Background: an optimization exercise with open tools, aiming at small area. Do not read the settings as production practice. Only simulation tests tie the RTL to the original design; equivalence was not proved. Power figures rest on the tool's default switching activity, not on a simulated workload.

north:
// wr2_mfd
module wr2_mfd #(
    parameter [63:0] P_SHORT_DELAY_US   = 64'd250,
    parameter [63:0] P_LONG_DELAY_US    = 64'd500,
    parameter [7:0]  P_HEADER_THRESHOLD = 8'd8,
    parameter [7:0]  P_SHORT_SIG        = 8'h45,
    parameter [7:0]  P_LONG_SIG         = 8'hA1,
    parameter [7:0]  P_CHK_MASK_SEED    = 8'h64,
    parameter [7:0]  P_CHK_ACC_SEED     = 8'h5E,
    parameter [7:0]  P_CHK_TAP          = 8'h18,
    parameter [7:0]  P_HUM_MAX          = 8'd100,
    parameter [7:0]  P_CRC_SEED         = 8'hC0,
    parameter [7:0]  P_CRC_POLY_REFL    = 8'h8C
) (
    input  wire        clk,
    input  wire        rst,
    input  wire        rx,
    input  wire [63:0] now_us,
    input  wire        bus_req,
    input  wire        bus_we,
    input  wire [5:0]  bus_addr,
    input  wire [2:0]  bus_size,
    input  wire [31:0] bus_wdata,
    output reg  [31:0] bus_rdata,
    output wire        bus_err,
    output wire        done
);
Size in the first run: about 2100 cells after synthesis, about 520 flip-flops.
export LEC_CHECK = 0
export CAP_MARGIN = 20
export CORE_MARGIN = 2
export CORE_UTILIZATION = 60
export CTS_BUF_LIST = sky130_fd_sc_hd__clkbuf_4
export CTS_CLUSTER_DIAMETER = 50
export CTS_CLUSTER_SIZE = 8
export PLACE_DENSITY = 0.75
export SLEW_MARGIN = 20
create_clock -name core_clock -period 20.0 [get_ports {clk}]
standard.sh (not shown) runs the stock make flow with config.mk's settings and CLKGATE_MAP_FILE= SYNTH_SCRIPT=/design/flow/synth_recipe.tcl, a recipe that flattens the netlist after the stock synthesis.
==> flow/flow/run.sh <==
#!/bin/bash
set -uo pipefail
here=$(pwd)
mkdir -p "$here/scripts_abc"
for f in "$FLOW_HOME"/scripts/*; do ln -sf "$f" "$here/scripts_abc/"; done
rm -f "$here/scripts_abc/abc_speed.script"
cp "$here/flow/abc_map.script" "$here/scripts_abc/abc_speed.script"
export BUFFER_PORTS_ARGS="-buffer_cell sky130_fd_sc_hd__buf_1"
export CTS_ARGS="-sink_clustering_enable -repair_clock_nets -buf_list sky130_fd_sc_hd__clkbuf_4 -sink_clustering_size 8 -sink_clustering_max_diameter 50 -dont_use_dummy_load"
bash standard.sh SCRIPTS_DIR="$here/scripts_abc" finish > standard_flow.log 2>&1
==> flow/flow/abc_map.script <==
&get -n
&st
&syn2
&dch
&nf
&st
&syn2
&dch
&nf
&st
&syn2
&dch
&nf
&st
&dch
&nf
&put
Every stage of the flow completed for north, and the final layout passed the timing, design-rule and antenna checks.
### north -> south
==> flow/flow/run.sh <==
#!/bin/bash
set -uo pipefail
export BUFFER_PORTS_ARGS="-buffer_cell sky130_fd_sc_hd__buf_1"
bash standard.sh finish > standard_flow.log 2>&1
diff --git a/flow/config.mk b/flow/config.mk
--- a/flow/config.mk
+++ b/flow/config.mk
@@ -9,3 +9,3 @@
 export CORE_MARGIN = 2
-export CORE_UTILIZATION = 60
+export CORE_UTILIZATION = 40
 export CTS_BUF_LIST = sky130_fd_sc_hd__clkbuf_4
@@ -13,3 +13,3 @@
 export CTS_CLUSTER_SIZE = 8
-export PLACE_DENSITY = 0.75
+export PLACE_DENSITY = 0.6
 export SLEW_MARGIN = 20
removed: flow/flow/abc_map.script
--- outcome ---
- Wire length of the first global-routing pass: south higher than north
- Compared with north, number of tap cells inserted in south increased by more than a quarter.
- Summary of the comparison: cell row count is higher in south, relative to north.
- south vs north: global-route usage down
- Cell area | south above north
- Re setup slack: north and south aren't equal, and the higher value belongs to south.

Another version of the RTL of wr2_mfd (not shown whole).
Size: ~2,100 cells after synthesis, roughly 140 I/O pins, ~28,000 um2 of cells after synthesis.
clock: 20.0 ns
lec_check: 0
cap_margin: 20
core_margin: 2
core_utilization: 40
cts_buf_list: sky130_fd_sc_hd__clkbuf_4
place_density: 0.6
slew_margin: 20
run.sh (not shown) runs the stock make flow with config.mk's settings and CLKGATE_MAP_FILE= SYNTH_SCRIPT=/design/flow/synth_recipe.tcl, a recipe that flattens the netlist after the stock synthesis.
Stock flow here: none of the scripts above is used.
==> next run, changes <==
- CTS_BUF_LIST: sky130_fd_sc_hd__clkbuf_4 -> sky130_fd_sc_hd__clkbuf_2
The new run completed without violations.
Global-route usage stays flat.
Sequential power hardly moves.
Cell area drops by 2.0%.
Via count is about the same.
Count of clock-buffer cells in the layout went down by 14.
Die area does not change.
Setup slack degrades by 290 ps.
Sequential cell count is unchanged.
Power falls by about 10%.

== sierra ==
RTL: one of the versions met above, not the one the previous note started from.
Size in the first run: about 2100 cells after synthesis, roughly 520 flip-flops, ~140 I/O pins.
clock: 20.0 ns
lec_check: 0
cap_margin: 20
core_margin: 2
core_utilization: 40
cts_buf_list: sky130_fd_sc_hd__clkbuf_8
cts_cluster_diameter: 50
cts_cluster_size: 14
place_density: 0.6
slew_margin: 20
standard.sh (not shown) runs the stock make flow with config.mk's settings and CLKGATE_MAP_FILE= SYNTH_SCRIPT=/design/flow/synth_recipe.tcl, a recipe that flattens the netlist after the stock synthesis.
==> flow/flow/run.sh <==
#!/bin/bash
set -uo pipefail
export BUFFER_PORTS_ARGS="-buffer_cell sky130_fd_sc_hd__buf_1"
bash standard.sh finish > standard_flow.log 2>&1
Relative to sierra, the following input files were edited for fjord:
Settings: CORE_UTILIZATION now 60, was 40; PLACE_DENSITY now 0.75, was 0.6; CTS_CLUSTER_SIZE now 8, was 14; CTS_BUF_LIST now sky130_fd_sc_hd__clkbuf_4, was sky130_fd_sc_hd__clkbuf_8.
==> flow/flow/run.sh <==
#!/bin/bash
set -uo pipefail
here=$(pwd)
mkdir -p "$here/scripts_abc"
for f in "$FLOW_HOME"/scripts/*; do ln -sf "$f" "$here/scripts_abc/"; done
rm -f "$here/scripts_abc/abc_speed.script"
cp "$here/flow/abc_map.script" "$here/scripts_abc/abc_speed.script"
export BUFFER_PORTS_ARGS="-buffer_cell sky130_fd_sc_hd__buf_1"
export CTS_ARGS="-sink_clustering_enable -repair_clock_nets -buf_list sky130_fd_sc_hd__clkbuf_4 -sink_clustering_size 8 -sink_clustering_max_diameter 50 -dont_use_dummy_load"
bash standard.sh SCRIPTS_DIR="$here/scripts_abc" finish > standard_flow.log 2>&1
==> flow/flow/abc_map.script (new file) <==
&get -n
&st
&dch
&nf
&st
&syn2
&dch
&nf
&st
&dch
&nf
&put
buffer -c
topo
stime -c
upsize -c
dnsize -c
[summary]
Per the comparison of fjord with sierra, leakage power total down about 0.75%; area occupied by multi-input gates shows an increase of 210 um^2; via count of the first global-routing pass increased by 852 relative to the old numbers; sequential group share of total power went up.
Compared to sierra, fjord has iteration count of the initial detailed-routing pass 1 higher.

wr2_mfd again, from the RTL that the note above started with.
export LEC_CHECK = 0
export CAP_MARGIN = 20
export CORE_MARGIN = 2
export CORE_UTILIZATION = 60
export CTS_BUF_LIST = sky130_fd_sc_hd__clkbuf_4
export CTS_CLUSTER_DIAMETER = 50
export CTS_CLUSTER_SIZE = 8
export PLACE_DENSITY = 0.75
export SLEW_MARGIN = 20
create_clock -name core_clock -period 20.0 [get_ports {clk}]
==> flow/flow/run.sh <==
#!/bin/bash
set -uo pipefail
here=$(pwd)
mkdir -p "$here/scripts_abc"
for f in "$FLOW_HOME"/scripts/*; do ln -sf "$f" "$here/scripts_abc/"; done
rm -f "$here/scripts_abc/abc_speed.script"
cp "$here/flow/abc_map.script" "$here/scripts_abc/abc_speed.script"
export BUFFER_PORTS_ARGS="-buffer_cell sky130_fd_sc_hd__buf_1"
export CTS_ARGS="-sink_clustering_enable -repair_clock_nets -buf_list sky130_fd_sc_hd__clkbuf_4 -sink_clustering_size 8 -sink_clustering_max_diameter 50 -dont_use_dummy_load"
bash standard.sh SCRIPTS_DIR="$here/scripts_abc" finish > standard_flow.log 2>&1
==> flow/flow/abc_map.script <==
&get -n
&st
&syn2
&dch
&nf
&st
&syn2
&dch
&nf
&st
&syn2
&dch
&nf
&st
&syn2
&dch
&nf
&st
&syn2
&dch
&nf
&st
&dch
&nf
&put
The first run produced a clean layout.
Rerun with:
==> flow/flow/run.sh (replaced) <==
#!/bin/bash
set -uo pipefail
export BUFFER_PORTS_ARGS="-buffer_cell sky130_fd_sc_hd__buf_1"
export CTS_ARGS="-sink_clustering_enable -repair_clock_nets -buf_list sky130_fd_sc_hd__clkbuf_4 -sink_clustering_size 8 -sink_clustering_max_diameter 50 -dont_use_dummy_load"
bash standard.sh finish > standard_flow.log 2>&1
removed: flow/flow/abc_map.script
After rerunning:
- utilization falls by 0.64 points
- maximum frequency is higher by 1.1%
- die area increases by 3.0%

Setup of the previous run:
Starting RTL as in the previous note.
==> flow/config.mk <==
export PLATFORM = sky130hd
export DESIGN_NAME = wr2_mfd
export DESIGN_NICKNAME = wr2_mfd
export VERILOG_FILES = /design/flow/design.v
export SDC_FILE = /design/flow/constraint.sdc
export NUM_CORES = 4
export LEC_CHECK = 0
export CAP_MARGIN = 20
export CORE_MARGIN = 2
export CORE_UTILIZATION = 40
export CTS_BUF_LIST = sky130_fd_sc_hd__clkbuf_4
export CTS_CLUSTER_DIAMETER = 50
export CTS_CLUSTER_SIZE = 8
export PLACE_DENSITY = 0.6
export SLEW_MARGIN = 20
==> flow/constraint.sdc <==
create_clock -name core_clock -period 20.0 [get_ports {clk}]
set_input_delay 4.0000 -clock core_clock [delete_from_list [all_inputs] [get_ports {clk}]]
set_output_delay 4.0000 -clock core_clock [all_outputs]
set_load 0.01 [all_outputs]
==> flow/flow/run.sh <==
#!/bin/bash
set -uo pipefail
export BUFFER_PORTS_ARGS="-buffer_cell sky130_fd_sc_hd__buf_1"
export CTS_ARGS="-sink_clustering_enable -repair_clock_nets -buf_list sky130_fd_sc_hd__clkbuf_4 -sink_clustering_size 8 -sink_clustering_max_diameter 50 -dont_use_dummy_load"
bash standard.sh finish > standard_flow.log 2>&1
The previous run | stages: all done | timing, DRC, antenna: all pass
Input changes introduced in the current run (baseline for comparison: the previous run):
- CTS_CLUSTER_DIAMETER changed from 50 to 45
- CTS_CLUSTER_SIZE changed from 8 to 7
- CORE_UTILIZATION changed from 40 to 60
- PLACE_DENSITY changed from 0.6 to 0.75
==> flow/flow/run.sh <==
#!/bin/bash
set -uo pipefail
here=$(pwd)
mkdir -p "$here/scripts_abc"
for f in "$FLOW_HOME"/scripts/*; do ln -sf "$f" "$here/scripts_abc/"; done
rm -f "$here/scripts_abc/abc_speed.script"
cp "$here/flow/abc_map.script" "$here/scripts_abc/abc_speed.script"
export BUFFER_PORTS_ARGS="-buffer_cell sky130_fd_sc_hd__buf_1"
export CTS_ARGS="-sink_clustering_enable -repair_clock_nets -buf_list sky130_fd_sc_hd__clkbuf_4 -sink_clustering_size 7 -sink_clustering_max_diameter 45 -dont_use_dummy_load"
bash standard.sh SCRIPTS_DIR="$here/scripts_abc" finish > standard_flow.log 2>&1
==> flow/flow/abc_map.script (new file) <==
&get -n
&st
&syn2
&dch
&nf
&st
&syn2
&dch
&nf
&st
&syn2
&dch
&nf
&st
&syn2
&dch
&nf
&st
&syn2
&dch
&nf
&st
&dch
&nf
&put
## What came out
The higher fraction of area in clock buffers and inverters of the previous run and the current run is in the current run.
Average wire per standard cell went up by a few percent going from the previous run to the current run.
Against the previous run, the final cell area of the current run is lower.
Looking at clock share of power, the current run sits above the previous run.
The current run vs the previous run on global-route usage: the current run is the higher one.
Taking the previous run over the current run, the count of distinct cell types in the synthesized netlist ratio works out to 1.5.

[re-timing with driven ports]
The flow's constraints put no driver on any port. The routed layouts listed below were extracted and timed again, unchanged, in two steps. Step 1 sets driving cells, clkbuf_16 on the clock port and buf_2 on the other inputs (assumed; they add their load-dependent delay and slew). Step 2, shift: input delay + t, output delay - t, t = (earliest + latest rising clock arrival at the registers) / 2. This alone moves slack from input paths to output paths. a / b / c = ideal ports / drivers / drivers and shift; a / b = the first two.
run | t (ns) | setup WS [ns] | worst setup path after step 2 | worst slew at a driven data input, ns
north | 0.852 | 1.810 / 1.810 / 1.810 | register to register | 0.11
south | 0.887 | 1.897 / 1.897 / 1.897 | register to register | 0.14
the first run of note 2 | 1.056 | 1.403 / 1.386 / 1.403 | register to register | 0.13
the second run of note 2 | 1.388 | 1.115 / 1.057 / 1.368 | register to register | 0.13
sierra | 0.734 | 1.855 / 1.855 / 1.855 | register to register | 0.14
fjord | 0.898 | 2.037 / 2.037 / 2.037 | register to register | 0.12
the first run of note 4 | 0.850 | 1.745 / 1.745 / 1.745 | register to register | 0.09
the second run of note 4 | 0.871 | 1.952 / 1.952 / 1.952 | register to register | 0.12
the previous run | 0.853 | 1.921 / 1.921 / 1.921 | register to register | 0.14
the current run | 0.884 | 1.881 / 1.877 / 1.881 | register to register | 0.09
After both steps setup and hold are still met in every run listed.
